This design comes from an exercise in tuning for small area, a short achievable clock period and few clock cycles per item on the open sky130 flow, not from production work. Only simulation tests tie the RTL to the original design; equivalence was not proved.

$ cat design/flow/constraint.sdc
create_clock -name core_clock -period 26.0 [get_ports {clk}]
set_input_delay 5.2000 -clock core_clock [delete_from_list [all_inputs] [get_ports {clk}]]
set_output_delay 5.2000 -clock core_clock [all_outputs]
set_load 0.01 [all_outputs]
$ cat design/flow/run.sh
#!/bin/bash
# synth_recipe.tcl (not shown) runs the flow's synth.tcl, then flattens the netlist and writes it again
# the make line also repeats each setting of config.mk as NAME=value (left out here)
make -C /OpenROAD-flow-scripts/flow DESIGN_CONFIG=/design/flow/config.mk WORK_HOME=/design/flow/orfs CLKGATE_MAP_FILE= SYNTH_SCRIPT=/design/flow/synth_recipe.tcl finish
$ cat design/flow/design.v
module stripe_median (
    input  wire        clk,
    input  wire        rst,         
    input  wire        in_valid,
    output wire        in_ready,
    input  wire [63:0] in_data,
    input  wire        in_last,     
    input  wire [1:0]  in_wsel,     
    output wire        out_valid,
    input  wire        out_ready,
    output wire [63:0] out_data,
    output wire        out_last
);
    localparam [63:0] VMIN = 64'h0000_0000_0000_0000;
    localparam [63:0] VMAX = 64'hFFFF_FFFF_FFFF_FFFF;
    reg [63:0] win [0:6];
    reg [15:0] n_in;       
    reg [15:0] n_out;      
    reg        ended;      
    reg [1:0]  wsel_r;
    reg        out_valid_r;
    reg [63:0] out_data_r;
    reg        out_last_r;
    wire [15:0] d = n_in - n_out;          
    wire [2:0]  h = {1'b0, wsel_r};
    wire out_free      = !out_valid_r || out_ready;
    wire emit_possible = ended ? (d != 16'd0) : (d == {13'd0, h} + 16'd1);
    wire emit          = emit_possible && out_free;
    assign in_ready = !ended &&
                      ((d <= {13'd0, h}) || ((d == {13'd0, h} + 16'd1) && out_free));
    wire accept = in_valid && in_ready;
    reg [63:0] s [0:6];
    reg [63:0] t;
    integer i, k;
    always @(*) begin
        for (i = 0; i < 7; i = i + 1) begin
            if (i <= 2 * h)
                s[i] = win[i];
            else if (((i - 2 * h) & 1) == 1)
                s[i] = VMIN;
            else
                s[i] = VMAX;
        end
        for (k = 0; k < 7; k = k + 1) begin
            for (i = (k & 1); i < 6; i = i + 2) begin
                if (s[i] > s[i + 1]) begin
                    t        = s[i];
                    s[i]     = s[i + 1];
                    s[i + 1] = t;
                end
            end
        end
    end
    wire [63:0] median = s[3];
    wire        edge_pix  = (n_out < {13'd0, h}) || (ended && (d <= {13'd0, h}));
    wire [2:0]  edge_idx  = d[2:0] - 3'd1;
    wire [63:0] emit_data = edge_pix ? win[edge_idx] : median;
    wire        emit_last = ended && (d == 16'd1);
    integer j;
    always @(posedge clk) begin
        if (rst) begin
            n_in        <= 16'd0;
            n_out       <= 16'd0;
            ended       <= 1'b0;
            wsel_r      <= 2'd0;
            out_valid_r <= 1'b0;
            out_data_r  <= 64'd0;
            out_last_r  <= 1'b0;
        end else begin
            if (accept) begin
                win[0] <= in_data;
                for (j = 1; j < 7; j = j + 1)
                    win[j] <= win[j - 1];
                n_in <= n_in + 16'd1;
                if (n_in == 16'd0)
                    wsel_r <= in_wsel;
                if (in_last)
                    ended <= 1'b1;
            end
            if (emit) begin
                out_valid_r <= 1'b1;
                out_data_r  <= emit_data;
                out_last_r  <= emit_last;
                if (emit_last) begin
                    n_in  <= 16'd0;
                    n_out <= 16'd0;
                    ended <= 1'b0;
                end else begin
                    n_out <= n_out + 16'd1;
                end
            end else if (out_ready) begin
                out_valid_r <= 1'b0;
            end
        end
    end
    assign out_valid = out_valid_r;
    assign out_data  = out_data_r;
    assign out_last  = out_last_r;
endmodule
$ cat design/flow/config.mk
export PLATFORM = sky130hd
export DESIGN_NAME = stripe_median
export DESIGN_NICKNAME = stripe_median
export VERILOG_FILES = /design/flow/design.v
export SDC_FILE = /design/flow/constraint.sdc
export NUM_CORES = 4
export LEC_CHECK = 0
export CAP_MARGIN = 20
export CORE_MARGIN = 2
export CORE_UTILIZATION = 40
export SLEW_MARGIN = 20
==> summary.txt <==
==> logic make-up after synthesis <==
| kind of cell | synth area share (%) |
|---|---|
| buffers and inverters | 5.91 |
| AOI/OAI and AO/OA | 23.8 |
| xor gates and xnor gates | 0.603 |
| adders and majority gates | 20.5 |
| DFF | 21.7 |
| muxes | 7.28 |
| and+or+nand+nor | 20.1 |
==> worst paths after layout <==
path,cells after the start,slack (ps),to
hold reg to reg,0,440,win[3][33]$_DFFE_PP_
setup reg to reg,133,800,out_data_r[19]$_SDFFE_PP0P_
setup / recovery,133,800,out_data_r[19]$_SDFFE_PP0P_
hold / removal,0,440,win[3][33]$_DFFE_PP_
==> repair_timing <==
action                     4_1_cts  5_1_grt
setup endpoints to repair       64       64
gates cloned                     1        6
hold buffers                     0        0
pin swaps                        4       21
setup buffers                    4       28
resized for setup               28      164
==> layout by cell type (no fill, tap or decap), types with 16 or more instances in the layout <==
cell / synthesis / routed
a221oi_1: 62 / 61
nor4_1: 34 / 25
nor2_1: 766 / 757
ha_1: 1162 / 1156
and4_1: 22 / 21
o21a_1: 64 / 62
o21ai_1: 15 / 82
mux2i_1: 349 / 334
nand3_1: 74 / 73
xnor2_1: 35 / 35
buf_12: 0 / 68
nand4_1: 292 / 292
dfxtp_1: 101 / 100
nor3_1: 56 / 49
or2_2: 148 / 148
o211ai_1: 71 / 71
o21ai_2: 0 / 16
o21ai_0: 1138 / 1053
a21oi_1: 902 / 882
edfxtp_1: 448 / 448
a211oi_1: 29 / 27
mux2i_2: 7 / 17
mux2_2: 134 / 134
o22ai_1: 20 / 20
clkdlybuf4s50_1: 0 / 137
a31oi_1: 36 / 29
clkbuf_16: 0 / 77
nor2b_1: 210 / 205
a2bb2oi_1: 22 / 21
nand2b_1: 200 / 200
o31ai_1: 17 / 16
a21o_1: 245 / 244
nand2_1: 1200 / 1197
a22oi_1: 125 / 125
buf_4: 6 / 2601
a21oi_2: 0 / 18
or3_1: 29 / 26
inv_1: 590 / 588
==> metrics by stage <==
stage               cell area [sq um]  setup TNS [ps]
floorplan                       71200               0
global route                    98200           -2100
global placement                94600          -60520
finish                          98200               0
CTS                             97200               0
detailed placement              94600          -51760
==> layout make-up <==
class / instances / area (sq um)
Timing Repair Buffer: 2831 / 22700
Inverter: 591 / 2220
Tap cell: 2340 / 2930
Clock buffer: 80 / 1840
Fill cell: 16688 / 78300
Multi-Input combinational cell: 7697 / 52400
Antenna cell: 14 / 35.0
Sequential cell: 549 / 15500
Clock inverter: 47 / 593
==> worst reg2reg max path: cells and delay by family (launching register included) <==
kind                       cells  cell delay, ps
DFF                            1             380
adders and majority gates      8            2340
muxes                          3            1060
buffers and inverters         31            5390
and+or+nand+nor               32            5600
AOI/OAI and AO/OA             59           10340
==> per-layer routing <==
metal	vias to the layer above	track usage (%)
met4	24	34.8
met1	38893	46.1
met5	-	0
met3	1118	9.00
met2	3761	67.2
li1	38730	-
==> registers in the layout, summed over array words and instances (netlist names) <==
register and count:
n_out 16, out_valid_r 1, wsel_r 2, out_last_r 1, win 448, ended 1, n_in 16, out_data_r 64
==> impl_metrics.yaml <==
layout:
  finish.utilization_pct: 55.6
  drive_gt1_share_pct: 27.6
  synthToLayoutAreaGrowth_pct: 38.0
  nNetsFinal: 12973
  finalNonFillerCells: 14149
min_path:
  hold_start: "win[2][33]$_DFFE_PP_"
  worstHoldPathType: "reg -> reg"
detailed_routing:
  first_pass_iters: 7
  dr_total_vias: 82526
  route.detailed.wl_per_inst_um: 27.4
  antenna_left: 0
  met3_length_mm: 31.7
  wl_met2_mm: 172
  via_per_inst: 5.83
  met1_length_mm: 143
  drt-initial-drc-count: 8741
  drc: 0
  routed.top_layer: "met5"
  routed_wirelength_mm: 387
sta:
  hold_slack_ps: 437
  fin_crit_sh_pct: 96.9
  setup_viol: 0
  slew_headroom_pct: 14.2
  fmax_mhz: 39.7
  worst_slack_ps: 800
  drv_slew: 0
  tightest_slew_ps: 1280
  clock_skew_ps: 69.9
  finalCriticalPeriod_ps: 25200
  hold_violations: 0
cts:
  cts_sinks: 549
  cts_tree: "yes"
  cts_buffers: 69
  cts.clk_slew.worst_paths_ps: 70
  clk_path_buf_depth: 3
  clk_latency_ps: 770
  htreeDepth: 3
  root_buffer: "clkbuf_16"
worst_setup_path:
  critPathKind: "reg -> reg"
  path_buf_inv: 31
  reg2reg_from: "wsel_r[1]$_SDFFE_PP0P_"
  worstSetupStartpoint: "wsel_r[1]$_SDFFE_PP0P_"
  crit_top_cell: "buf_4"
  cp.required_ps: 26630
  slowest_stage: "or4_1"
  cp-end-kind: "register"
  critPathArrivalTime_ps: 25830
  cp_max_fo: 97
  cpLargestDelayFamily: "compound AO/OA/AOI/OAI gates"
  critPathMaxStageDelay_ps: 710
  cp-start-kind: "register"
place:
  dp_cells: 13966
  portBuffers: 137
  routabilityCongestion: 1.06
  post-place-ws_ps: -1080
  hpwlAfterDp_mm: 323
yosys:
  synth_area_sq_um: 71200
  synth-seq-cells: 549
  syn_nets: 10570
  yosysSeqAreaShare_pct: 21.7
  async_flop_share_pct: 0
  synth_warnings: 3
  synth.top_cells.by_count: "1200 x nand2_1, 1162 x ha_1, 1138 x o21ai_0"
  ys_types: 93
  ys.flop_type: "edfxtp_1"
  synth-edff-count: 448
  synth_area_leaders: "ha_1 20%, edfxtp_1 19%, o21ai_0 8.0%"
  yosysTopAreaCellShare_pct: 20.4
  synth_area_leader_cell: "ha_1"
  syn-instance-count: 9336
  yosysMostFrequentCell: "nand2_1"
  syn_area_per_cell_sq_um: 7.62
floorplanning:
  die_w_um: 426
  ioPinCount: 138
  placementRows: 154
  start_util_pct: 40.3
  die-height_um: 426
  core_sq_um: 176000
  die_area_sq_um: 181000
global_routing:
  antenna_found_initial: 31
  grt_max_degree: 98
  grt-ovfl-total: 0
  grt_pass1_wl_mm: 542
  grt.total_usage_pct: 41.3
  grt_pass1_vias: 79992
flow_run:
  cap_violations: 0
run_status:
  status: "complete, no violations"
Testbench counts, summed over its fixed seeds: cycles 16,533, items 15,636.

==> static timing again, ports no longer ideal <==
The results above use ideal ports. As a check the final layout listed here was re-extracted and re-timed, cells and wires unchanged.
Step 1 (the two cells are an assumption about what drives the block):
set clk [get_ports {clk}]
set_driving_cell -lib_cell sky130_fd_sc_hd__clkbuf_16 $clk
set_driving_cell -lib_cell sky130_fd_sc_hd__buf_2 [delete_from_list [all_inputs] $clk]
Step 2 adds t to the input delays and takes it off the output delays; t is the mean of the earliest and latest rising clock arrival at the registers after step 1. Input paths then give back, and output paths get back, about the clock's delay inside the block.
Slacks: ideal ports / drivers / drivers and shift; pairs: ideal ports / drivers.
t, ns: 0.826
setup slack, ns: 0.800 / 0.800 / 0.800
worst setup path at the end: register to register
clock arrival spread, ns: 0.070 / 0.070
slew at the worst register clock pin (ns): 0.07 / 0.07
After both steps setup and hold are still met in this run. The setup slack of this run moves by 0.000 ns with the drivers and by 0.000 ns with both steps.
